This design comes from an exercise in tuning for small area on the open sky130 flow, not from production work.
Function was checked by simulation only, so behaviour that the tests miss may differ from the original.
No activity file was given, so power comes from the tool's default toggle rates. No driver is modelled on the clock port, so clocking that relies on it looks cheaper here than on a real chip.

===== design/flow/flow/run.sh =====
#!/bin/bash
# The standard layout (standard.sh) with these changes:
#  - synthesis: abc maps for area (flow/my_synth.tcl) and adders are left to
#    abc (no ADDER_MAP_FILE); registers are the same as the standard synthesis
#  - clock tree: clkbuf_16 leaves in sink clusters of up to 34, clkbuf_4
#    above them, no dummy loads
#  - port buffers: buf_1
# The full make output goes to standard.log; ORFS keeps each step's log.
set -e
export FLOW_WORK=$PWD
export CTS_ARGS="-sink_clustering_enable -repair_clock_nets -dont_use_dummy_load -sink_clustering_size 34 -sink_clustering_max_diameter 80 -buf_list sky130_fd_sc_hd__clkbuf_16 -root_buf sky130_fd_sc_hd__clkbuf_4 -tree_buf sky130_fd_sc_hd__clkbuf_4"
export BUFFER_PORTS_ARGS="-buffer_cell sky130_fd_sc_hd__buf_1"
bash standard.sh SYNTH_SCRIPT=$PWD/flow/my_synth.tcl ADDER_MAP_FILE= finish > standard.log 2>&1

===== design/flow/flow/area.abc =====
strash; ifraig; scorr; dc2; strash; &get -n; &dch -f; &nf -R 1000; &put; strash; dch -f; amap

===== design/flow/flow/my_synth.tcl =====
# The standard flow's synthesis (synth_recipe.tcl: ORFS synthesis without fsm/share, then
# flatten and rename) with one change: abc maps for area with the script in
# flow/area.abc instead of ORFS's delay-driven script.
proc abc {args} {
  set keep {}
  set skip 0
  foreach a $args {
    if {$skip} { set skip 0; continue }
    if {$a eq "-script" || $a eq "-D" || $a eq "-constr"} { set skip 1; continue }
    lappend keep $a
  }
  yosys abc {*}$keep -script $::env(FLOW_WORK)/flow/area.abc
}
source $::env(FLOW_WORK)/synth_recipe.tcl

===== design/flow/standard.sh =====
#!/bin/bash
# synth_recipe.tcl (not shown) runs the flow's synth.tcl, then flattens the netlist and writes it again
# the make line also repeats each setting of config.mk as NAME=value (left out here)
make -C /OpenROAD-flow-scripts/flow DESIGN_CONFIG=/design/flow/config.mk WORK_HOME=/design/flow/orfs CLKGATE_MAP_FILE= SYNTH_SCRIPT=/design/flow/synth_recipe.tcl "${@:-finish}"

===== design/flow/config.mk =====
export PLATFORM = sky130hd
export DESIGN_NAME = rw_bus_codec
export DESIGN_NICKNAME = rw_bus_codec
export VERILOG_FILES = /design/flow/design.v
export SDC_FILE = /design/flow/constraint.sdc
export NUM_CORES = 4
export LEC_CHECK = 0
export CAP_MARGIN = 20
export CORE_MARGIN = 2
export CORE_UTILIZATION = 70
export PLACE_DENSITY = 0.8
export SLEW_MARGIN = 20

===== design/flow/constraint.sdc =====
create_clock -name core_clock -period 10.0 [get_ports {clk}]
set_input_delay 2.0000 -clock core_clock [delete_from_list [all_inputs] [get_ports {clk}]]
set_output_delay 2.0000 -clock core_clock [all_outputs]
set_load 0.01 [all_outputs]

===== design/flow/design.v =====
module rw_bus_codec #(
    parameter [7:0]   HDR0       = 8'h42,
    parameter [7:0]   HDR1       = 8'h12,
    parameter [7:0]   AL0        = 8'hE1,
    parameter [7:0]   AL1        = 8'hE5,
    parameter [7:0]   DL0        = 8'hE3,
    parameter [7:0]   DL1        = 8'hE7,
    parameter [7:0]   STB        = 8'hFB,
    parameter integer MAX_WRITES = 24
) (
    input  wire       clk,
    input  wire       rst,           
    input  wire       wr_valid,
    output wire       wr_ready,
    input  wire [8:0] wr_addr,
    input  wire [7:0] wr_value,
    input  wire       tick_valid,
    output wire       tick_ready,
    output wire       tx_valid,
    input  wire       tx_ready,
    output wire [7:0] tx_data
);
    reg [24*17-1:0] ring;    
    reg [4:0]  phase;        
    reg [4:0]  nw;           
    reg        half;
    reg [1:0]  m3;
    reg [2:0]  bt;
    reg [6:0]  sr;
    reg        txv;
    reg        busy;
    wire hdr      = (m3 == 2'd3);
    wire at_start = hdr && !half && (bt == 3'd0);   
    assign tick_ready = !busy && !txv;
    assign wr_ready   = !busy && !txv && (phase == nw);      
    wire do_write = wr_valid && wr_ready;
    wire do_tick  = tick_valid && tick_ready;
    wire tx_fire  = txv && tx_ready;
    assign tx_valid = txv;
    assign tx_data  = {sr, busy && !at_start};
    wire [2:0] bi      = 3'd7 - bt;
    wire       done    = !hdr && (nw == 5'd0);
    wire       aligned = (phase == {2'b00, bt});
    wire [7:0] a_tap, v_tap;
    genvar k;
    generate
        for (k = 0; k < 8; k = k + 1) begin : gen_tap
            assign a_tap[k] = ring[17*((k + 23) % 24) + 15 - k];
            assign v_tap[k] = ring[17*((k + 23) % 24) + 7 - k];
        end
    endgenerate
    wire g_tap = ring[17*4 + 16];
    reg cbit;        
    reg cst;         
    reg sbit;        
    always @(*) begin
        cst  = 1'b1;
        cbit = 1'b0;
        sbit = g_tap;
        case ({half, m3})
            3'b0_00: begin cbit = AL0[bi]; cst = (bt != 3'd5); end
            3'b0_01: begin cst = 1'b0; sbit = a_tap[bt];       end
            3'b0_10: begin cbit = DL0[bi]; cst = (bt != 3'd5); end
            3'b1_00: begin cst = 1'b0; sbit = v_tap[bt];       end
            3'b1_01: cbit = STB[bi];
            3'b1_10: begin cst = 1'b0; sbit = v_tap[bt];       end
            3'b0_11: cbit = HDR0[bi];
            default: cbit = HDR1[bi];
        endcase
    end
    wire sb = cst ? cbit : sbit;
    wire avail = !done && (cst || aligned);
    wire shift = busy && !txv && (avail || done);
    wire fire_take = tx_fire && busy && avail;
    wire adv   = (shift && !done) || fire_take;
    wire nbit  = !done && sb;
    wire last  = adv && half && (m3 == 2'd2) && (bt == 3'd7);
    always @(posedge clk) begin
        ring <= {ring[23*17-1:0], do_write ? {wr_addr, wr_value} : ring[23*17 +: 17]};
        phase <= (!last && phase[4] && phase[2] && phase[1] && phase[0]) ? 5'd0
                                                                          : phase + {4'd0, !last};
    end
    always @(posedge clk) begin
        if (do_tick)
            sr <= 7'd0;
        else if (tx_fire)
            sr <= adv ? {6'd1, nbit} : 7'd1;
        else if (shift)
            sr <= {sr[5:0], nbit};
        if (do_tick) begin
            half <= 1'b0;
            m3   <= 2'd3;
            bt   <= 3'd0;
        end else begin
            bt <= bt + {2'd0, adv};
            if (adv && bt == 3'd7) begin
                if (m3[1]) begin
                    half <= !half;
                    m3   <= (m3[0] && !half) ? 2'd3 : 2'd0;
                end else begin
                    m3   <= m3 + 2'd1;
                end
            end
        end
        if (rst) begin
            busy <= 1'b0;
            txv  <= 1'b0;
            nw   <= 5'd0;
        end else begin
            nw <= nw + {{4{last}}, do_write || last};
            if (do_tick) begin
                busy <= 1'b1;
                txv  <= 1'b1;
            end else if (shift) begin
                txv  <= sr[6];
            end else if (tx_fire) begin
                if (busy && done)
                    busy <= 1'b0;        
                else
                    txv  <= 1'b0;
            end
        end
    end
endmodule

==> results of run 1 <==
[critical path, stage by stage]
cell	delay [ps]
buf_1	90
clkinv_1	100
a2111oi_0	660
nand2_1	190
nor2_1	180
clkinv_1	110
nor2_1	270
nand2_1	120
nor2_1	130
nand2_1	160
clkinv_1	180
nand2_1	90
o21ai_0	110
nor2_1	80
a21oi_1	270
clkinv_1	170
o22ai_1	220
o21ai_0	140
a21oi_1	130
[state kept, by name, indices dropped and copies added, names as in the netlist]
signal  cells
phase       5
nw          5
txv         1
bt          3
half        1
sr          7
m3          2
busy        1
ring      408
[cell usage in the layout, fill, tap and decap left out]
cell	count
a2111oi_0	6
o21a_1	1
a21oi_1	14
clkinv_1	30
dfxtp_1	433
a31oi_1	4
o21ai_0	9
o32ai_1	1
o22a_1	17
a211oi_1	7
o211ai_1	2
clkbuf_4	3
nand3_1	3
a22oi_1	9
a32oi_1	1
buf_1	32
nor2_1	37
o311a_1	1
o22ai_1	10
nand2_1	11
o221ai_1	1
clkbuf_16	13
a221o_1	1
o311ai_0	1
nor3_1	5
a221oi_1	3
[cells in the mapped netlist (all sizes together)]
cell type | count | area share, %
a21oi | 14 | 0.73
o311a | 1 | 0.10
clkinv | 30 | 1.2
a22oi | 9 | 0.70
o22a | 17 | 1.5
nand2 | 11 | 0.43
a31oi | 4 | 0.26
o21ai | 9 | 0.47
a221o | 1 | 0.10
o311ai | 1 | 0.091
a211oi | 7 | 0.55
a221oi | 3 | 0.27
o211ai | 2 | 0.16
o21a | 1 | 0.078
nor2 | 37 | 1.4
nor3 | 5 | 0.26
o221ai | 1 | 0.091
o22ai | 10 | 0.65
nand3 | 3 | 0.16
a32oi | 1 | 0.091
dfxtp | 433 | 90
a2111oi | 6 | 0.55
o32ai | 1 | 0.091
[cell type report]
type	instances	area, um^2
Clock buffer	16	348
Fill cell	755	3030
Inverter	30	113
Multi-Input combinational cell	144	848
Sequential cell	433	8670
Tap cell	176	220
Timing Repair Buffer	32	120
[layer usage]
layer | GRT usage (%) | share of wire (%)
met5 | 0 | 0
met4 | 5.24 | 2.7
met3 | 3.05 | 4.1
met2 | 34.8 | 48
met1 | 27.7 | 45
[worst max-delay path by stage]
stage	end	slack, ps
5_1_grt	nw[3]$_SDFF_PP0_	4800
3_3_place_gp	nw[3]$_SDFF_PP0_	5010
2_1_floorplan	nw[3]$_SDFF_PP0_	5350
6_report	nw[3]$_SDFF_PP0_	5150
4_1_cts	nw[3]$_SDFF_PP0_	5360
3_5_place_dp	nw[3]$_SDFF_PP0_	4720
[stage by stage]
step / total power, mW / utilization [%] / instances
after floorplan: 1.94 / - / 607
after global placement: 1.97 / 74.7 / 815
after detailed placement: 1.98 / 74.7 / 815
after CTS: 2.66 / 77.3 / 831
after global routing: 2.73 / 77.3 / 831
final: 2.64 / 77.3 / 831
[power by group through the flow]
stage	clock network (mW)	registers, mW	logic, mW
global placement	0	1.89	0.0864
CTS	0.713	1.85	0.0922
global route	0.766	1.86	0.104
finish	0.699	1.85	0.0931
detailed placement	0	1.89	0.0908
floorplan	0	1.88	0.0611
[cell families (layout without fill, tap and decap cells)]
| group | after synthesis | in the layout |
|---|---|---|
| compound gates | 88 | 88 |
| flops | 433 | 433 |
| buf+inv | 30 | 78 |
| simple gates | 56 | 56 |
==> metrics.md, run 1 <==
| Metric | Value |
|---|---|
| Slew margin rel. | `around 33%` |
| R2R setup slack | `~5400 ps` |
| Via density | `between 5 and 6` |
| Mean Syn Cell Area | `about 16 um^2` |
| N_diodes | `0` |
| Xor-xnor portion of the synthesized cell area | `0%` |
| Seq pwr share | `between 70 and 80%` |
| 1st-pass router iterations | `5` |
| P per Cell Area | `between 200 and 300 nW/um^2` |
| HP Start | `ring[133]$_DFF_P_` |
| Die Width | `between 100 and 150 um` |
| Switching share of power | `about 21%` |
| Area growth, synth to finish | `7.15%` |
| HP Class | `reg2reg` |
| Final antenna-violating net count | `0` |
| Seq/Total Area, Yosys | `roughly 90%` |
| Maximum VDD drop | `roughly 0.17 mV` |
| Initial Utilization | `about 72%` |
| # setup viols final | `0` |
| Die span in y | `about 120 um` |
| Worst Hold Depth | `0` |
| Die area | `about 15,000 um^2` |
| Clock root buffer master | `clkbuf_4` |
| Pleak | `about 4 nW` |
| PortBufs | `32` |
| WP data arrival | `5410 ps` |
| Max frequency | `between 200 and 250 MHz` |
| Post-CTS Resized | `0` |
| Post-DP Area | `about 10000 um^2` |
| Worst Hold Margin | `approximately 260 ps` |
| Synth Area in Compound Gates | `roughly 6.5%` |
| Total Routing Usage GR | `20.4%` |
| Vias in the first global route | `4,406` |
| Gp weighted congestion | `slightly below 0.9` |
| Dpl ws | `roughly 4700 ps` |
| Max-Cap Viols | `0` |
| Via count | `around 4.3k` |
| Post-Syn Instances | `just over 600` |
| CTS tree | `yes` |
| PnR worst setup slack | `5150 ps` |
| H-tree depth | `1` |
| Share of layout cells above drive strength 1 | `2.44%` |
| RR Startpoint | `bt[0]$_SDFF_PP0_` |
| Clk latency of the worst-skew pair | `slightly below 700 ps` |
| Internal power | `2.09 mW` |
| Startpoint types | `input port` |
| Row Count | `42` |
| Post-route cell area | `~10,000 um^2` |
| Adder-Cell Fraction of Synth Area | `0%` |
| FF+latch count, synth | `approximately 430` |
| Drt drc | `0` |
| DRT iter0 DRCs | `240` |
| Setup TNS | `0 ps` |
| Worst setup path start | `tx_ready` |
| Mux cell area share after synthesis | `0%` |
| Synth Warn # | `1` |
| Initial antenna violation count | `0` |
| Synth Area in Simple Gates | `2.29%` |
| Count of cell types in the netlist | `23` |
| Cts bufs inserted | `16` |
| Status | `no timing/DRC/antenna violations` |
| CTS hold repair buffers | `0` |
| Sink Count | `433` |
| Fin crit share | `48.5%` |
| Reg clk slew, reported paths | `around 110 ps` |
| Fin. Hold Viols | `0` |
| Combinational share of power | `under 10%` |
| Post-route minimum period | `about 4900 ps` |
| Worst-Margin Slew | `a little under 1000 ps` |
| Wire per inst | `around 17 um` |
| CP Max Fanout | `8` |
| Post-Syn Area | `between 9000 and 10,000 um^2` |
| Worst Path Required | `between 10,000 and 15,000 ps` |
| Clk_skew | `between 80 and 90 ps` |
| Clock Power Share | `between 20% and 30%` |
| Number of setup buffers added after CTS | `0` |
| Nets | `about 680` |
| I/O pins | `33` |
| Final wirelength | `around 14,000 um` |
| Setup crit end kind | `flip-flop` |
| RSZ-0062 raised after global routing | `no` |
| Critical path class | `in2reg` |
| Clock buffer depth | `3` |
| First-pass GRT wire length | `approximately 23,000 um` |
| Hpwl dp | `8570 um` |
| Worst hold endpoint | `ring[150]$_DFF_P_` |
| CORE AREA | `~13,000 um^2` |
| FF-to-FF End | `nw[3]$_SDFF_PP0_` |
| Psw | `~550 uW` |
| Final Max Tran Viols | `0` |
| Synthesized Nets | `between 600 and 700` |
| R2R cell count | `20` |
| Grt ovf | `0` |
| Main combinational cell family by area after synthesis | `compound AO/OA/AOI/OAI gates` |
| Largest net degree at the start of global routing | `35` |
==> run 2: changes to the inputs <==
==> design/flow/flow/area.abc (replaced) <==
strash; ifraig; scorr; dc2; strash; dch -f; amap; strash; dch -f; amap; strash; dch -f; amap
==> run 2 against run 1 <==
Core utilization hardly changed. Sequential share of layout area barely moved. Maximum frequency rose by 7.0%. Still clean. Critical endpoint is now nw[4]$_SDFF_PP0_. Synthesized cell count down 0.16%. Setup slack better by 320 ps. Total power down 1.2%. Die area about the same. Register-to-register slack improved by 210 ps. Design area about the same.
==> metrics.md, run 2 <==
| Metric | Value |
|---|---|
| Status | `no timing/DRC/antenna violations (unchanged)` |
| Post-synth top cells | `433 x dfxtp_1, 43 x nor2_1, 32 x clkinv_1 (was 433 x dfxtp_1, 37 x nor2_1, 30 x clkinv_1)` |
| Synth top area share | `90.1% (was 90.0%)` |
| Fin. Hold Viols | `0 (unchanged)` |
| # setup viols final | `0 (unchanged)` |
| Seq/Total Area, Yosys | `90.1% (was 90.0%)` |
| CP Max Fanout | `6 (was 8)` |
| Top Registers | `ring x408, sr x7 (unchanged)` |
| RSZ-0062 raised after global routing | `no (unchanged)` |
| Area leader, netlist | `dfxtp_1 (unchanged)` |
| Ys async rst share | `0% (unchanged)` |
| Initial Utilization | `72.1% (about the same)` |
| Wire per inst | `19.0 um (was 17.2 um)` |
| Via density | `5.24 (was 5.16)` |
| Top-count cell post-synth | `dfxtp_1 (unchanged)` |
| Die area | `14,700 um^2 (about the same)` |
| Most common cell after layout, fill and taps aside | `dfxtp_1 (unchanged)` |
| Number of setup buffers added after CTS | `0 (unchanged)` |
| Gp weighted congestion | `0.826 (was 0.879)` |
| Number of synthesized flops with an enable pin | `0 (unchanged)` |
| Row Count | `42 (unchanged)` |
| Startpoint types | `input port (unchanged)` |
| CTS hold repair buffers | `0 (unchanged)` |
| Maximum VDD drop | `0.172 mV (was 0.169 mV)` |
| Critical path class | `in2reg (unchanged)` |
| Die span in y | `121 um (about the same)` |
| Nets | `678 (was 679)` |
| First-pass GRT wire length | `24,700 um (was 23,000 um)` |
| Max frequency | `220 MHz (was 206 MHz)` |
| 1st-pass router iterations | `6 (was 5)` |
| Synth Warn # | `1 (unchanged)` |
| Grt ovf | `0 (unchanged)` |
| CTS tree | `yes (unchanged)` |
| Final antenna-violating net count | `0 (unchanged)` |
| CORE AREA | `13,300 um^2 (unchanged)` |
| P per Cell Area | `253 nW/um^2 (was 256 nW/um^2)` |
| Worst Path Required | `10,600 ps (was 10,550 ps)` |
| Largest net degree at the start of global routing | `35 (unchanged)` |
| Total Routing Usage GR | `22.3% (was 20.4%)` |
| Pleak | `3.98 nW (about the same)` |
| Clock root buffer master | `clkbuf_4 (unchanged)` |
| Final wirelength | `15,800 um (was 14,300 um)` |
| Via count | `4,353 (was 4,292)` |
| Count of cell types in the netlist | `25 (was 23)` |
| HP Start | `ring[238]$_DFF_P_ (was ring[133]$_DFF_P_)` |
| Share of layout cells above drive strength 1 | `2.45% (was 2.44%)` |
| I/O pins | `33 (unchanged)` |
| Drt drc | `0 (unchanged)` |
| Largest cells by area after synthesis | `dfxtp_1 90%, nor2_1 1.7%, a22o_1 1.5% (was dfxtp_1 90%, o22a_1 1.5%, nor2_1 1.4%)` |
| Post-Syn Instances | `606 (was 607)` |
| Fin crit share | `45.4% (was 48.5%)` |
| Final core occ | `77.3% (about the same)` |
| Clock buffer depth | `3 (unchanged)` |
| Cts bufs inserted | `16 (unchanged)` |
| Max-Cap Viols | `0 (unchanged)` |
| Post-route minimum period | `4540 ps (was 4850 ps)` |
| CP max-delay cell | `a32oi_1 (was a2111oi_0)` |
| Setup crit end kind | `flip-flop (unchanged)` |
| Largest Register | `ring (unchanged)` |
| Initial antenna violation count | `1 (was 0)` |
| HP Class | `reg2reg (unchanged)` |
| FF+latch count, synth | `433 (unchanged)` |
| Slew margin rel. | `35.5% (was 32.8%)` |
| Die Width | `121 um (about the same)` |
| Most frequent cells in the layout | `433 x dfxtp_1, 43 x nor2_1, 32 x clkinv_1, 32 x buf_1, 17 x a22o_1 (was 433 x dfxtp_1, 37 x nor2_1, 32 x buf_1)` |
| Area growth, synth to finish | `7.17% (was 7.15%)` |
| Final Max Tran Viols | `0 (unchanged)` |
| Max reg flops | `408 (unchanged)` |
| Clk_skew | `59.4 ps (was 86.2 ps)` |
| Post-CTS Resized | `0 (unchanged)` |
| Clk latency of the worst-skew pair | `680 ps (was 690 ps)` |
| Crit path largest cell delay | `400 ps (was 660 ps)` |
| Post-Syn Area | `9630 um^2 (about the same)` |
| Main flop type after synthesis | `dfxtp_1 (unchanged)` |
| Synthesized Nets | `628 (was 629)` |
| CP cell instances | `buf_1, clkinv_1, a211oi_1, nand2_1, nor2_1, nand2_1, nor2_1, clkinv_1, nor2_1, clkinv_1, o22ai_1, o22ai_1, a32oi_1, nor2_1, a211oi_1 (was buf_1, clkinv_1, a2111oi_0, nand2_1, nor2_1, clkinv_1, nor2_1, nand2_1, nor2_1, nand2_1, clkinv_1, nand2_1, o21ai_0, nor2_1, a21oi_1, clkinv_1, o22ai_1, o21ai_0, a21oi_1)` |
| RR Startpoint | `half$_SDFFE_PP0P_ (was bt[0]$_SDFF_PP0_)` |
| Worst-Margin Slew | `962 ps (was 982 ps)` |
| Sink Count | `433 (unchanged)` |
| Vias in the first global route | `4,510 (was 4,406)` |
| Critical Path Most Common Cell | `nor2_1` |
| DRT iter0 DRCs | `312 (was 240)` |
| H-tree depth | `1 (unchanged)` |
| Mean Syn Cell Area | `15.9 um^2 (about the same)` |
| WP data arrival | `5140 ps (was 5410 ps)` |
| PortBufs | `32 (unchanged)` |
| Hpwl dp | `8850 um (was 8570 um)` |
| Setup TNS | `0 ps (unchanged)` |
| Reg clk slew, reported paths | `120 ps (was 110 ps)` |
| Worst setup path start | `tx_ready (unchanged)` |
## run 2: cell types whose count changed in the layout (fill, tap and decap cells not counted), sizes merged, moves of 3 or more
| cell | before | now |
|---|---|---|
| a22oi | 9 | 5 |
| a22o | 0 | 17 |
| o22a | 17 | 0 |
| nor2 | 37 | 43 |
| a221oi | 3 | 6 |
| a21oi | 14 | 7 |
| o21ai | 9 | 6 |
| a2111oi | 6 | 3 |
## run 2: critical path: cells and delay by family
kind	cells	cell delay, ps
AO/OA/AOI/OAI	5	1530
AND/OR/NAND/NOR	6	1030
buffers and inverters	4	570
## run 2: routing by layer
metal / GRT usage [%] / vias to the layer above / wire, um
met5: 0 / - / 0
met4: 6.61 / 0 / 429
met3: 3.10 / 37 / 633
met2: 38.0 / 116 / 7670
met1: 30.1 / 2107 / 7030
li1: - / 2093 / -
## run 2: layout make-up
cell class,count,area (um^2)
sequential,433,8670
fill,742,3030
multi-input combinational,141,837
clock buffer,16,348
tap,176,220
timing repair buffer,32,120
inverter,32,120
antenna,1,2.50
## run 2: report_power, final
part           internal (mW)  leakage (nW)  total (mW)  switching (mW)
combinational         0.0391         0.306       0.111          0.0717
clock                  0.247         0.174       0.705           0.458
sequential              1.77          3.50        1.80          0.0282
total                   2.05          3.98        2.61           0.558
## run 2: path summary, 6_finish.rpt
| kind | to | slack [ps] | cells after the start |
|---|---|---|---|
| max | nw[4]$_SDFF_PP0_ | 5460 | 15 |
| min | ring[255]$_DFF_P_ | 300 | 0 |
| max reg2reg | nw[4]$_SDFF_PP0_ | 5570 | 20 |
| min reg2reg | ring[255]$_DFF_P_ | 300 | 0 |
## run 2: cells by family after synthesis
family                 after synthesis  synth area share [%]
AOI/OAI and AO/OA                   77                  5.94
DFF                                433                  90.1
buffers and inverters               32                  1.25
and+or+nand+nor                     64                  2.76
## run 2: per-stage QoR
step | instance area, um^2 | worst slack [ps] | instances | hold slack [ps] | power (mW)
floorplan | 9630 | 5660 | 606 | 310 | 1.89
CTS | 10300 | 5470 | 830 | 303 | 2.62
global placement | 9970 | 5290 | 814 | 310 | 1.93
global route | 10300 | 5090 | 831 | 308 | 2.69
finish | 10300 | 5460 | 831 | 296 | 2.61
detailed placement | 9970 | 5000 | 814 | 312 | 1.94
==> run 3: changes to the inputs <==
--- a/design/flow/flow/run.sh
+++ b/design/flow/flow/run.sh
@@ -2,3 +2,3 @@
 # The standard layout (standard.sh) with these changes:
-#  - synthesis: abc maps for area (flow/my_synth.tcl) and adders are left to
+#  - synthesis: abc maps for area (flow/my_synth.tcl, flow/area.abc) and adders are left to
 #    abc (no ADDER_MAP_FILE); registers are the same as the standard synthesis
==> design/flow/flow/area.abc (replaced) <==
strash; ifraig; scorr; dc2; strash; &get -n; &dch -f; &nf -R 1000; &put; strash; dch -f; amap
==> run 3 against run 2 <==
Area after synthesis barely moved. Clock power fell by 0.9%. Setup slack worse by 320 ps. Critical endpoint is now nw[3]$_SDFF_PP0_. Largest power group unchanged.
==> metrics.md, run 3 <==
| Metric | Value |
|---|---|
| Via density | `5.16 (was 5.24)` |
| Final Max Tran Viols | `0 (unchanged)` |
| Clock root buffer master | `clkbuf_4 (unchanged)` |
| Fin crit share | `48.5% (was 45.4%)` |
| Setup crit end kind | `flip-flop (unchanged)` |
| Main flop type after synthesis | `dfxtp_1 (unchanged)` |
| Cts bufs inserted | `16 (unchanged)` |
| Gp weighted congestion | `0.879 (was 0.826)` |
| Final antenna-violating net count | `0 (unchanged)` |
| P per Cell Area | `256 nW/um^2 (was 253 nW/um^2)` |
| Share of layout cells above drive strength 1 | `2.44% (was 2.45%)` |
| Via count | `4,292 (was 4,353)` |
| Maximum VDD drop | `0.169 mV (was 0.172 mV)` |
| Post-CTS Resized | `0 (unchanged)` |
| N_diodes | `0 (was 1)` |
| Max-Cap Viols | `0 (unchanged)` |
| Setup TNS | `0 ps (unchanged)` |
| Mux cell area share after synthesis | `0% (unchanged)` |
| Sink Count | `433 (unchanged)` |
| Number of setup buffers added after CTS | `0 (unchanged)` |
| Grt ovf | `0 (unchanged)` |
| Xor-xnor portion of the synthesized cell area | `0% (unchanged)` |
| HP Class | `reg2reg (unchanged)` |
| Initial Utilization | `72.1% (about the same)` |
| Synth Area in Simple Gates | `2.29% (was 2.76%)` |
| Post-route minimum period | `4850 ps (was 4540 ps)` |
| Clk latency of the worst-skew pair | `690 ps (was 680 ps)` |
| Pleak | `3.98 nW (about the same)` |
| Die area | `14,700 um^2 (about the same)` |
| Nets | `679 (was 678)` |
| I/O pins | `33 (unchanged)` |
| Total Routing Usage GR | `20.4% (was 22.3%)` |
| Final wirelength | `14,300 um (was 15,800 um)` |
| Clock Power Share | `26.4% (was 27.0%)` |
| 1st-pass router iterations | `5 (was 6)` |
| Ys async rst share | `0% (unchanged)` |
| Largest cells by area after synthesis | `dfxtp_1 90%, o22a_1 1.5%, nor2_1 1.4% (was dfxtp_1 90%, nor2_1 1.7%, a22o_1 1.5%)` |
| Drt drc | `0 (unchanged)` |
| Reg clk slew, reported paths | `110 ps (was 120 ps)` |
| Most common cell after layout, fill and taps aside | `dfxtp_1 (unchanged)` |
| Status | `no timing/DRC/antenna violations (unchanged)` |
| Hpwl dp | `8570 um (was 8850 um)` |
| Synth Warn # | `1 (unchanged)` |
| Post-Syn Instances | `607 (was 606)` |
| PnR worst setup slack | `5150 ps (was 5460 ps)` |
| Largest Register | `ring (unchanged)` |
| CP Max Fanout | `8 (was 6)` |
| Clk_skew | `86.2 ps (was 59.4 ps)` |
| Post-DP Area | `9970 um^2 (about the same)` |
| Most frequent cells in the layout | `433 x dfxtp_1, 37 x nor2_1, 32 x buf_1 (was 433 x dfxtp_1, 43 x nor2_1, 32 x clkinv_1, 32 x buf_1, 17 x a22o_1)` |
| Main combinational cell family by area after synthesis | `compound AO/OA/AOI/OAI gates (unchanged)` |
| Clock buffer depth | `3 (unchanged)` |
| # fillers | `755 (was 742)` |
| # setup viols final | `0 (unchanged)` |
| Switching share of power | `20.8% (was 21.4%)` |
| WP data arrival | `5410 ps (was 5140 ps)` |
| Worst-Margin Slew | `982 ps (was 962 ps)` |
| Combinational share of power | `3.5% (was 4.2%)` |
| Synthesized Nets | `629 (was 628)` |
| Wire per inst | `17.2 um (was 19.0 um)` |
| RSZ-0062 raised after global routing | `no (unchanged)` |
| Psw | `550 uW (was 558 uW)` |
| Row Count | `42 (unchanged)` |
| Worst Path Required | `10,550 ps (was 10,600 ps)` |
| Synth Area in Compound Gates | `6.52% (was 5.94%)` |
| H-tree depth | `1 (unchanged)` |
| Startpoint types | `input port (unchanged)` |
| Max frequency | `206 MHz (was 220 MHz)` |
| Critical path class | `in2reg (unchanged)` |
| FF+latch count, synth | `433 (unchanged)` |
| Slew margin rel. | `32.8% (was 35.5%)` |
| Die Width | `121 um (about the same)` |
| Die span in y | `121 um (about the same)` |
| Fin. Hold Viols | `0 (unchanged)` |
| DRT iter0 DRCs | `240 (was 312)` |
| Vias in the first global route | `4,406 (was 4,510)` |
| Synth top area share | `90.0% (was 90.1%)` |
| Count of cell types in the netlist | `23 (was 25)` |
| Post-route cell area | `10,300 um^2 (about the same)` |
| CTS hold repair buffers | `0 (unchanged)` |
| Mean Syn Cell Area | `15.9 um^2 (about the same)` |
| Internal power | `2.09 mW (was 2.05 mW)` |
| Adder-Cell Fraction of Synth Area | `0% (unchanged)` |
| Top Registers | `ring x408, sr x7 (unchanged)` |
| Seq pwr share | `70.1% (was 68.8%)` |
| Number of synthesized flops with an enable pin | `0 (unchanged)` |
| Area growth, synth to finish | `7.15% (was 7.17%)` |
| CTS tree | `yes (unchanged)` |
| Largest net degree at the start of global routing | `35 (unchanged)` |
| Post-Syn Area | `9630 um^2 (about the same)` |
| Initial antenna violation count | `0 (was 1)` |
| Seq/Total Area, Yosys | `90.0% (was 90.1%)` |
| R2R setup slack | `5360 ps (was 5570 ps)` |
| Post-synth top cells | `433 x dfxtp_1, 37 x nor2_1, 30 x clkinv_1 (was 433 x dfxtp_1, 43 x nor2_1, 32 x clkinv_1)` |
| Top-count cell post-synth | `dfxtp_1 (unchanged)` |
| Dpl ws | `4720 ps (was 5000 ps)` |
| PortBufs | `32 (unchanged)` |
| CORE AREA | `13,300 um^2 (unchanged)` |
| Area leader, netlist | `dfxtp_1 (unchanged)` |
| Pwr Total | `2.64 mW (was 2.61 mW)` |
| First-pass GRT wire length | `23,000 um (was 24,700 um)` |
| Max reg flops | `408 (unchanged)` |
run 3: final cells by class:
class / count / area, um^2 / area share (%)
clock buffers: 16 / 348 / 3.37
inverters: 30 / 113 / 1.09
multi-input cells: 144 / 848 / 8.22
flip-flops and latches: 433 / 8670 / 84.0
well taps: 176 / 220 / 2.13
repair buffers: 32 / 120 / 1.16
run 3: layer usage:
| metal | wire length (um) | up-vias | global-route usage (%) |
|---|---|---|---|
| met3 | 584 | 40 | 3.05 |
| met1 | 6450 | 2027 | 27.7 |
| met4 | 381 | 0 | 5.24 |
| met5 | 0 | - | 0 |
| met2 | 6870 | 141 | 34.8 |
| li1 | - | 2084 | - |
run 3: per-stage QoR:
stage	hold WS, ps	instances	util, %
2_1_floorplan	310	607	-
3_3_place_gp	311	815	74.7
3_5_place_dp	312	815	74.7
4_1_cts	267	831	77.3
5_1_grt	279	831	77.3
6_report	261	831	77.3
run 3: final timing paths:
kind | from | end | cells past startpoint
setup / recovery | tx_ready | nw[3]$_SDFF_PP0_ | 19
hold / removal | ring[133]$_DFF_P_ | ring[150]$_DFF_P_ | 0
setup reg to reg | bt[0]$_SDFF_PP0_ | nw[3]$_SDFF_PP0_ | 20
hold reg to reg | ring[133]$_DFF_P_ | ring[150]$_DFF_P_ | 0
run 3: cell families after synthesis:
kind of cell | after synthesis
DFF | 433
AOI/OAI and AO/OA | 88
and+or+nand+nor | 56
buffers and inverters | 30
run 3: power by group through the flow:
stage                     Clock (mW)  Combinational (mW)  Sequential, mW
final                          0.699              0.0931            1.85
after global routing           0.766               0.104            1.86
after CTS                      0.713              0.0922            1.85
after detailed placement           0              0.0908            1.89
after global placement             0              0.0864            1.89
after floorplan                    0              0.0611            1.88
run 3: worst max-delay path, stage by stage:
cell and delay (ps):
buf_1 90, clkinv_1 100, a2111oi_0 660, nand2_1 190, nor2_1 180, clkinv_1 110, nor2_1 270, nand2_1 120
nor2_1 130, nand2_1 160, clkinv_1 180, nand2_1 90, o21ai_0 110, nor2_1 80, a21oi_1 270, clkinv_1 170
o22ai_1 220, o21ai_0 140, a21oi_1 130
==> run 4: changes to the inputs <==
--- a/design/flow/flow/run.sh
+++ b/design/flow/flow/run.sh
@@ -10,3 +10,3 @@
 export FLOW_WORK=$PWD
-export CTS_ARGS="-sink_clustering_enable -repair_clock_nets -dont_use_dummy_load -sink_clustering_size 34 -sink_clustering_max_diameter 80 -buf_list sky130_fd_sc_hd__clkbuf_16 -root_buf sky130_fd_sc_hd__clkbuf_4 -tree_buf sky130_fd_sc_hd__clkbuf_4"
+export CTS_ARGS="-sink_clustering_enable -repair_clock_nets -dont_use_dummy_load -sink_clustering_size 34 -sink_clustering_max_diameter 80 -apply_ndr full -buf_list sky130_fd_sc_hd__clkbuf_16 -root_buf sky130_fd_sc_hd__clkbuf_4 -tree_buf sky130_fd_sc_hd__clkbuf_4"
 export BUFFER_PORTS_ARGS="-buffer_cell sky130_fd_sc_hd__buf_1"
==> run 4 against run 3 <==
Still clean on timing, DRC and antenna. Global-route usage unchanged. Design area unchanged. Wire length stayed put. Total power is the same. Sequential power about the same. Largest cell class unchanged. Highest routed layer unchanged.
==> metrics.md, run 4 <==
| Metric | Value |
|---|---|
| Final Max Tran Viols | `0 (unchanged)` |
| Pwr Total | `2.64 mW (unchanged)` |
| Post-route cell area | `10,300 um^2 (unchanged)` |
| WP data arrival | `5410 ps (about the same)` |
| Cts bufs inserted | `16 (unchanged)` |
| I/O pins | `33 (unchanged)` |
| Die span in y | `121 um (unchanged)` |
| Reg clk slew, reported paths | `110 ps (about the same)` |
| Synthesized Nets | `629 (unchanged)` |
| Post-DP Area | `9970 um^2 (unchanged)` |
| Pleak | `3.98 nW (unchanged)` |
| DRT iter0 DRCs | `240 (unchanged)` |
| Initial Utilization | `72.1% (unchanged)` |
| Seq/Total Area, Yosys | `90.0% (unchanged)` |
| Max frequency | `206 MHz (unchanged)` |
| CORE AREA | `13,300 um^2 (unchanged)` |
| Gp weighted congestion | `0.879 (unchanged)` |
| Number of setup buffers added after CTS | `0 (unchanged)` |
| FF+latch count, synth | `433 (unchanged)` |
| Maximum VDD drop | `0.169 mV (unchanged)` |
| 1st-pass router iterations | `5 (unchanged)` |
| Area leader, netlist | `dfxtp_1 (unchanged)` |
| Clk_skew | `86.2 ps (unchanged)` |
| Top Registers | `ring x408, sr x7 (unchanged)` |
| Post-Syn Area | `9630 um^2 (unchanged)` |
| Number of synthesized flops with an enable pin | `0 (unchanged)` |
| Largest cells by area after synthesis | `dfxtp_1 90%, o22a_1 1.5%, nor2_1 1.4% (unchanged)` |
| Final wirelength | `14,300 um (unchanged)` |
| Synth Warn # | `1 (unchanged)` |
| # setup viols final | `0 (unchanged)` |
| Hpwl dp | `8570 um (unchanged)` |
| PnR worst setup slack | `5150 ps (unchanged)` |
| Main flop type after synthesis | `dfxtp_1 (unchanged)` |
| Drt drc | `0 (unchanged)` |
| Status | `no timing/DRC/antenna violations (unchanged)` |
| Die area | `14,700 um^2 (unchanged)` |
| Clock buffer depth | `3 (unchanged)` |
| Post-route insts no fill | `831 (unchanged)` |
| Post-route minimum period | `4850 ps (unchanged)` |
| Clock root buffer master | `clkbuf_4 (unchanged)` |
| Wire per inst | `17.2 um (unchanged)` |
| Largest net degree at the start of global routing | `35 (unchanged)` |
| R2R setup slack | `5360 ps (about the same)` |
| Synth top area share | `90.0% (unchanged)` |
| Fin. Hold Viols | `0 (unchanged)` |
| RSZ-0062 raised after global routing | `no (unchanged)` |
| Switching share of power | `20.8% (unchanged)` |
| Worst-Margin Slew | `982 ps (unchanged)` |
| Ys async rst share | `0% (unchanged)` |
| Area growth, synth to finish | `7.15% (unchanged)` |
| Slew margin rel. | `32.8% (unchanged)` |
| Post-synth top cells | `433 x dfxtp_1, 37 x nor2_1, 30 x clkinv_1 (unchanged)` |
| Final antenna-violating net count | `0 (unchanged)` |
| Via density | `5.16 (unchanged)` |
| Top-count cell post-synth | `dfxtp_1 (unchanged)` |
| Most common cell after layout, fill and taps aside | `dfxtp_1 (unchanged)` |
| Clock Power Share | `26.4% (about the same)` |
| Via count | `4,292 (unchanged)` |
| FF-to-FF End | `nw[3]$_SDFF_PP0_ (unchanged)` |
| N_diodes | `0 (unchanged)` |
| Startpoint types | `input port (unchanged)` |
| Critical path class | `in2reg (unchanged)` |
| Die Width | `121 um (unchanged)` |
| Seq pwr share | `70.1% (about the same)` |
| Final core occ | `77.3% (unchanged)` |
| Worst setup path start | `tx_ready (unchanged)` |
| First-pass GRT wire length | `23,000 um (unchanged)` |
| Internal power | `2.09 mW (unchanged)` |
| Post-Syn Instances | `607 (unchanged)` |
| Row Count | `42 (unchanged)` |
| Nets | `679 (unchanged)` |
| Psw | `550 uW (unchanged)` |
| CTS hold repair buffers | `0 (unchanged)` |
| Share of layout cells above drive strength 1 | `2.44% (unchanged)` |
| Placed cells | `815 (unchanged)` |
| Worst Hold Margin | `261 ps (unchanged)` |
| Sink Count | `433 (unchanged)` |
| Dpl ws | `4720 ps (unchanged)` |
| Clk latency of the worst-skew pair | `690 ps (about the same)` |
| Max reg flops | `408 (unchanged)` |
| Total Routing Usage GR | `20.4% (unchanged)` |
| Worst Setup EP | `nw[3]$_SDFF_PP0_ (unchanged)` |
| Grt ovf | `0 (unchanged)` |
| Setup crit end kind | `flip-flop (unchanged)` |
| CTS tree | `yes (unchanged)` |
| Count of cell types in the netlist | `23 (unchanged)` |
| Largest Register | `ring (unchanged)` |
| Worst Path Required | `10,550 ps (about the same)` |
| Post-CTS Resized | `0 (unchanged)` |
| Fin crit share | `48.5% (unchanged)` |
| PortBufs | `32 (unchanged)` |
| Combinational share of power | `3.5% (about the same)` |
| RR Startpoint | `bt[0]$_SDFF_PP0_ (unchanged)` |
| R2R cell count | `20 (unchanged)` |
| CP Max Fanout | `8 (unchanged)` |
| Mean Syn Cell Area | `15.9 um^2 (unchanged)` |
| H-tree depth | `1 (unchanged)` |
| Vias in the first global route | `4,406 (unchanged)` |
| Initial antenna violation count | `0 (unchanged)` |
| Most frequent cells in the layout | `433 x dfxtp_1, 37 x nor2_1, 32 x buf_1 (unchanged)` |
| P per Cell Area | `256 nW/um^2 (unchanged)` |
| HP Class | `reg2reg (unchanged)` |
| Max-Cap Viols | `0 (unchanged)` |
| Setup TNS | `0 ps (unchanged)` |
run 4: cell counts in the layout (fill, tap and decap cells not counted):
Identical to the previous run, type by type.
run 4: worst max-delay path, stage by stage:
cell and delay, ps:
buf_1 90, clkinv_1 100, a2111oi_0 660, nand2_1 190, nor2_1 180, clkinv_1 110, nor2_1 270, nand2_1 120
nor2_1 130, nand2_1 160, clkinv_1 180, nand2_1 90, o21ai_0 110, nor2_1 80, a21oi_1 270, clkinv_1 170
o22ai_1 220, o21ai_0 140, a21oi_1 130
run 4: how the worst min path moves through the flow:
stage,endpoint,cells past startpoint,from,slack (ps)
after detailed placement,ring[185]$_DFF_P_,0,ring[168]$_DFF_P_,310
after global placement,ring[181]$_DFF_P_,0,ring[164]$_DFF_P_,310
final,ring[150]$_DFF_P_,0,ring[133]$_DFF_P_,260
after floorplan,ring[100]$_DFF_P_,0,ring[83]$_DFF_P_,310
after CTS,ring[341]$_DFF_P_,0,ring[324]$_DFF_P_,270
after global routing,ring[22]$_DFF_P_,0,ring[5]$_DFF_P_,280
run 4: cell families after synthesis:
| logic type | Yosys count | share of synthesized area [%] |
|---|---|---|
| buffers and inverters | 30 | 1.17 |
| flip-flops | 433 | 90.0 |
| AND/OR/NAND/NOR | 56 | 2.29 |
| AO/OA/AOI/OAI | 88 | 6.52 |
run 4: per-layer routing:
layer	track usage [%]	part of all wire (%)
met1	27.7	45
met2	34.8	48
met4	5.24	2.7
met3	3.05	4.1
met5	0	0
run 4: power groups by stage:
stage / Sequential (mW) / Clock (mW) / Combinational, mW
floorplan: 1.88 / 0 / 0.0611
detailed placement: 1.89 / 0 / 0.0908
CTS: 1.85 / 0.713 / 0.0922
global placement: 1.89 / 0 / 0.0864
global route: 1.86 / 0.766 / 0.104
finish: 1.85 / 0.699 / 0.0931
run 4: layout make-up:
| cell class | count | area, um^2 |
|---|---|---|
| clock buffer | 16 | 348 |
| timing repair buffer | 32 | 120 |
| multi-input combinational | 144 | 848 |
| inverter | 30 | 113 |
| fill | 755 | 3030 |
| sequential | 433 | 8670 |
| tap | 176 | 220 |

[what the ideal ports hide]
How much do the figures lean on ideal ports? The routed layouts below were timed once more, with nothing changed but the port constraints.
Step 1 sets driving cells, clkbuf_16 on the clock port and buf_2 on the other inputs (assumed; they add their load-dependent delay and slew).
Step 2, shift: input delay + t, output delay - t, t = (earliest + latest rising clock arrival at the registers) / 2. This alone moves slack from input paths to output paths.
Slacks: no drivers / after step 1 / after step 2; pairs: no drivers / after step 1.
run	t (ns)	slack for setup (ns)	worst setup path after step 2	slew at the worst register clock pin (ns)	worst data-port slew with drivers (ns)
run 1	0.677	5.145 / 5.155 / 4.478	input to register	0.12 / 0.12	0.04
run 2	0.695	5.462 / 5.427 / 4.787	input to register	0.12 / 0.12	0.04
run 3	0.677	5.145 / 5.155 / 4.478	input to register	0.12 / 0.12	0.04
run 4	0.677	5.145 / 5.155 / 4.478	input to register	0.12 / 0.12	0.04
After both steps setup and hold are still met in every run listed. For run 2, which loses most, drivers alone change the setup slack by -0.035 ns; drivers and shift together by -0.675 ns.
